From an optimization exercise on the open Yosys and OpenROAD flow, aimed at small area, a short achievable clock period and few clock cycles; shortcuts taken in it are not production practice. No activity file was given, so power comes from the tool's default toggle rates.

rev 12:
## nrf_host_link
module nrf_host_link (
    input  wire        clk,
    input  wire        rst,
    input  wire        in_valid,
    input  wire [7:0]  in_data,
    input  wire        in_last,
    output reg         in_ready,
    output reg         pay_valid,
    output wire [7:0]  pay_data,
    output wire        pay_last,
    input  wire        pay_ready,
    output reg         cmd_done,
    output reg  [6:0]  cfg_channel,
    output reg  [1:0]  cfg_speed,
    output reg  [39:0] cfg_tx,
    output reg  [39:0] cfg_rx,
    output reg  [3:0]  cfg_opt,       
    input  wire        rx_valid,
    input  wire [7:0]  rx_data,
    input  wire        rx_last,
    output reg         rx_ready,
    output reg         out_valid,
    output reg  [7:0]  out_data,
    output reg         out_last,
    input  wire        out_ready
);
    localparam CAPACITY  = 32;
    localparam CMD_IDENT = 8'h21;
    localparam CR        = 8'h0D;
    localparam LF        = 8'h0A;
    localparam [6:0]  DEFAULT_CHANNEL = 7'h4C;
    localparam [1:0]  DEFAULT_SPEED   = 2'd1;
    localparam [39:0] DEFAULT_TX      = 40'hE7E7E7E7E7;
    localparam [39:0] DEFAULT_RX      = 40'hC2C2C2C2C2;
    localparam [3:0]  DEFAULT_OPTIONS = 4'b1101;    
    function [3:0] hexval;
        input [7:0] c;
        begin
            hexval = 4'd0;
            if (c[7:4] == 4'h3) begin
                if (!c[3] || c[2:1] == 2'b00) hexval = c[3:0];
            end else if (c[7:4] == 4'h4 || c[7:4] == 4'h6) begin
                case (c[3:0])
                    4'h1: hexval = 4'hA;
                    4'h2: hexval = 4'hB;
                    4'h3: hexval = 4'hC;
                    4'h4: hexval = 4'hD;
                    4'h5: hexval = 4'hE;
  ...
==> flow/config.mk <==
export PLATFORM = sky130hd
export DESIGN_NAME = nrf_host_link
export DESIGN_NICKNAME = nrf_host_link
export VERILOG_FILES = /design/flow/design.v
export SDC_FILE = /design/flow/constraint.sdc
export NUM_CORES = 4
export LEC_CHECK = 0
export ABC_CLOCK_PERIOD_IN_PS = 2500
export CAP_MARGIN = 20
export CORE_MARGIN = 2
export CORE_UTILIZATION = 40
export SLEW_MARGIN = 20
==> flow/constraint.sdc <==
create_clock -name core_clock -period 8.0 [get_ports {clk}]
set_input_delay 1.6000 -clock core_clock [delete_from_list [all_inputs] [get_ports {clk}]]
set_output_delay 1.6000 -clock core_clock [all_outputs]
set_load 0.01 [all_outputs]
standard.sh (not shown) runs the stock make flow with config.mk's settings and CLKGATE_MAP_FILE= SYNTH_SCRIPT=/design/flow/synth_recipe.tcl, a recipe that flattens the netlist after the stock synthesis.
==> flow/flow/run.sh <==
#!/bin/bash
set -euo pipefail
export BUFFER_PORTS_ARGS="-buffer_cell sky130_fd_sc_hd__buf_1"
export SETUP_SLACK_MARGIN=5.3
bash standard.sh > standard.log 2>&1
Every stage of the flow completed for rev 12, and the final layout passed the timing, design-rule and antenna checks.
Here is what was changed in the inputs of rev 13 compared with rev 12.
--- a/flow/design.v
+++ b/flow/design.v
@@ -69,44 +69,45 @@
             4'hD: hexch = 8'h44;
             4'hE: hexch = 8'h45;
             4'hF: hexch = 8'h46;
             default: hexch = {4'h3, n};
         endcase
     endfunction
     reg        iv;               
     reg  [7:0] id;
-    reg        il;
+    reg        il, ile, i21;
+    reg  [3:0] ihv;
     reg [7:0] qd0, qd1, qd2;
     reg       ql0, ql1, ql2;
     reg       v0, v1, v2;
     reg       topen;             
     assign pay_data = qd0;
     assign pay_last = ql0;
     wire in_fire = in_valid && in_ready;
     wire proc    = iv && !v2;    
     wire iv_n    = in_fire || (iv && v2);
     always @(posedge clk) begin
         if (in_fire) begin
             id  <= in_data;
             il  <= in_last;
+            ile <= is_le(in_data);
+            i21 <= (in_data == CMD_IDENT);
+            ihv <= hexval(in_data);
         end
         if (rst) iv <= 1'b0;
         else     iv <= iv_n;
     end
     reg       first;             
     reg       cmd;               
     reg       lo;                
     reg [5:0] cnt;               
     reg       v_c, v_s, v_t, v_r, optact;
     wire strip = cfg_opt[0];
     wire hex   = cfg_opt[1];
-    wire       i21   = (id == CMD_IDENT);
-    wire       ile   = is_le(id);
-    wire [3:0] ihv   = hexval(id);
     wire cmdx  = first ? i21 : cmd;
     wire room  = !cnt[5];
     reg       push, patch, lo_n;
     reg [7:0] pdata;
     always @(*) begin
         push  = 1'b0;
         patch = 1'b0;
         lo_n  = lo;
@@ -285,25 +286,26 @@
             end
         end
     end
     localparam W_EMPTY = 3'd0;
     localparam W_START = 3'd1;    
     localparam W_HI    = 3'd2;    
     localparam W_LO    = 3'd3;    
     localparam W_LF    = 3'd4;    
+    reg       rv, rl, rpass;
+    reg [7:0] rb;
     reg [2:0] ws;
     reg [7:0] wb;
     reg       wl, wpass;
-    wire       rx_fire = rx_valid && rx_ready;
     wire       w_src   = (ws != W_EMPTY);
-    wire [7:0] sb      = w_src ? wb : rx_data;
-    wire       sl      = w_src ? wl : rx_last;
-    wire       spass   = w_src ? wpass : is_pass(rx_data);
-    wire [2:0] ss      = w_src ? ws : (rx_fire ? W_START : W_EMPTY);
+    wire [7:0] sb      = w_src ? wb : rb;
+    wire       sl      = w_src ? wl : rl;
+    wire       spass   = w_src ? wpass : rpass;
+    wire [2:0] ss      = w_src ? ws : (rv ? W_START : W_EMPTY);
     reg        g_v, g_l;
     reg  [7:0] g_d;
     reg  [2:0] g_rem;
     always @(*) begin
         g_v   = 1'b1;
         g_l   = 1'b0;
         g_d   = LF;
         g_rem = W_EMPTY;
@@ -322,30 +324,38 @@
                 g_rem = sl ? W_LF : W_EMPTY;
             end
             W_LF: begin
                 g_l   = 1'b1;
             end
             default: g_v = 1'b0;
         endcase
     end
-    wire       ofree = !out_valid || out_ready;
-    wire [2:0] ws_n  = ofree ? g_rem : ss;
+    wire       rx_fire = rx_valid && rx_ready;
+    wire       ofree   = !out_valid || out_ready;
+    wire       rv_n    = rx_fire || (rv && w_src);
     always @(posedge clk) begin
         wb    <= sb;
         wl    <= sl;
         wpass <= spass;
+        if (rx_fire) begin
+            rb    <= rx_data;
+            rl    <= rx_last;
+            rpass <= is_pass(rx_data);
+        end
         if (ofree) begin
             out_data <= g_d;
             out_last <= g_l;
         end
         if (rst) begin
             ws        <= W_EMPTY;
+            rv        <= 1'b0;
             out_valid <= 1'b0;
             rx_ready  <= 1'b1;
         end else begin
-            ws        <= ws_n;
+            ws        <= ofree ? g_rem : ss;
+            rv        <= rv_n;
             if (ofree)
                 out_valid <= g_v;
-            rx_ready  <= (ws_n == W_EMPTY);
+            rx_ready  <= !rv_n || (ofree ? (g_rem == W_EMPTY) : (ss == W_EMPTY));
         end
     end
 endmodule
## What came out
- On rev 13: detailed-routed wire length on met3 is about 8% lower than what rev 12 gave.
- The core of rev 13 is less densely filled than that of rev 12.
- Re total CTS buffers: no difference whatsoever between rev 13 and rev 12.
- Compare rev 13 and rev 12 | overall fraction of global-route tracks in use lower: rev 13
- Rev 13 vs. rev 12: routed wire length went down by about 4%.
- Worst-case vdd ir drop (rev 13 / rev 12): 0.71
- Going from rev 12 to rev 13, data arrival time at the worst-slack endpoint fell by 0.20 ns, synthesized cell count rose by 1.1%, clock share of power rose by 5.0 points.
- Rev 13 vs rev 12 — worst setup margin rose 0.098 ns.
- Uppermost metal layer occupied by signal nets = met4: rev 13; uppermost metal layer occupied by signal nets = met5: rev 12
- Compared with rev 12, rev 13 shows a lower portion of netlist area occupied by mux cells.
- Worst-case reg-to-reg path depth was lower in the run labelled rev 12.
- Critical path depth came out lower on rev 13 than on rev 12.
No run of this note included a check of the RTL's function; only the layout flow was run.

## static timing again, ports no longer ideal
How much do the figures lean on ideal ports? The routed layouts below were timed once more, with nothing changed but the port constraints. Step 1, drivers: a clkbuf_16 drives clk and a buf_2 each remaining input, both assumed. Step 2 also shifts input and output timing later by t, the mid clock arrival at the registers, as if the neighbouring blocks saw the same clock. Slacks: no drivers / after step 1 / after step 2; pairs: no drivers / after step 1.
| run | t, ns | setup WS [ns] | worst setup path after step 2 | worst data-port slew with drivers (ns) | cell pins on the clock port's net |
|---|---|---|---|---|---|
| rev 12 | 0.479 | 5.282 / 5.290 / 4.811 | input to register | 0.05 | 1 |
| rev 13 | 0.477 | 5.380 / 5.350 / 4.925 | input to register | 0.05 | 1 |
After both steps every run listed still meets setup and hold. The setup slack of rev 12, which loses most, moves by +0.008 ns with the drivers and by -0.471 ns with both steps.
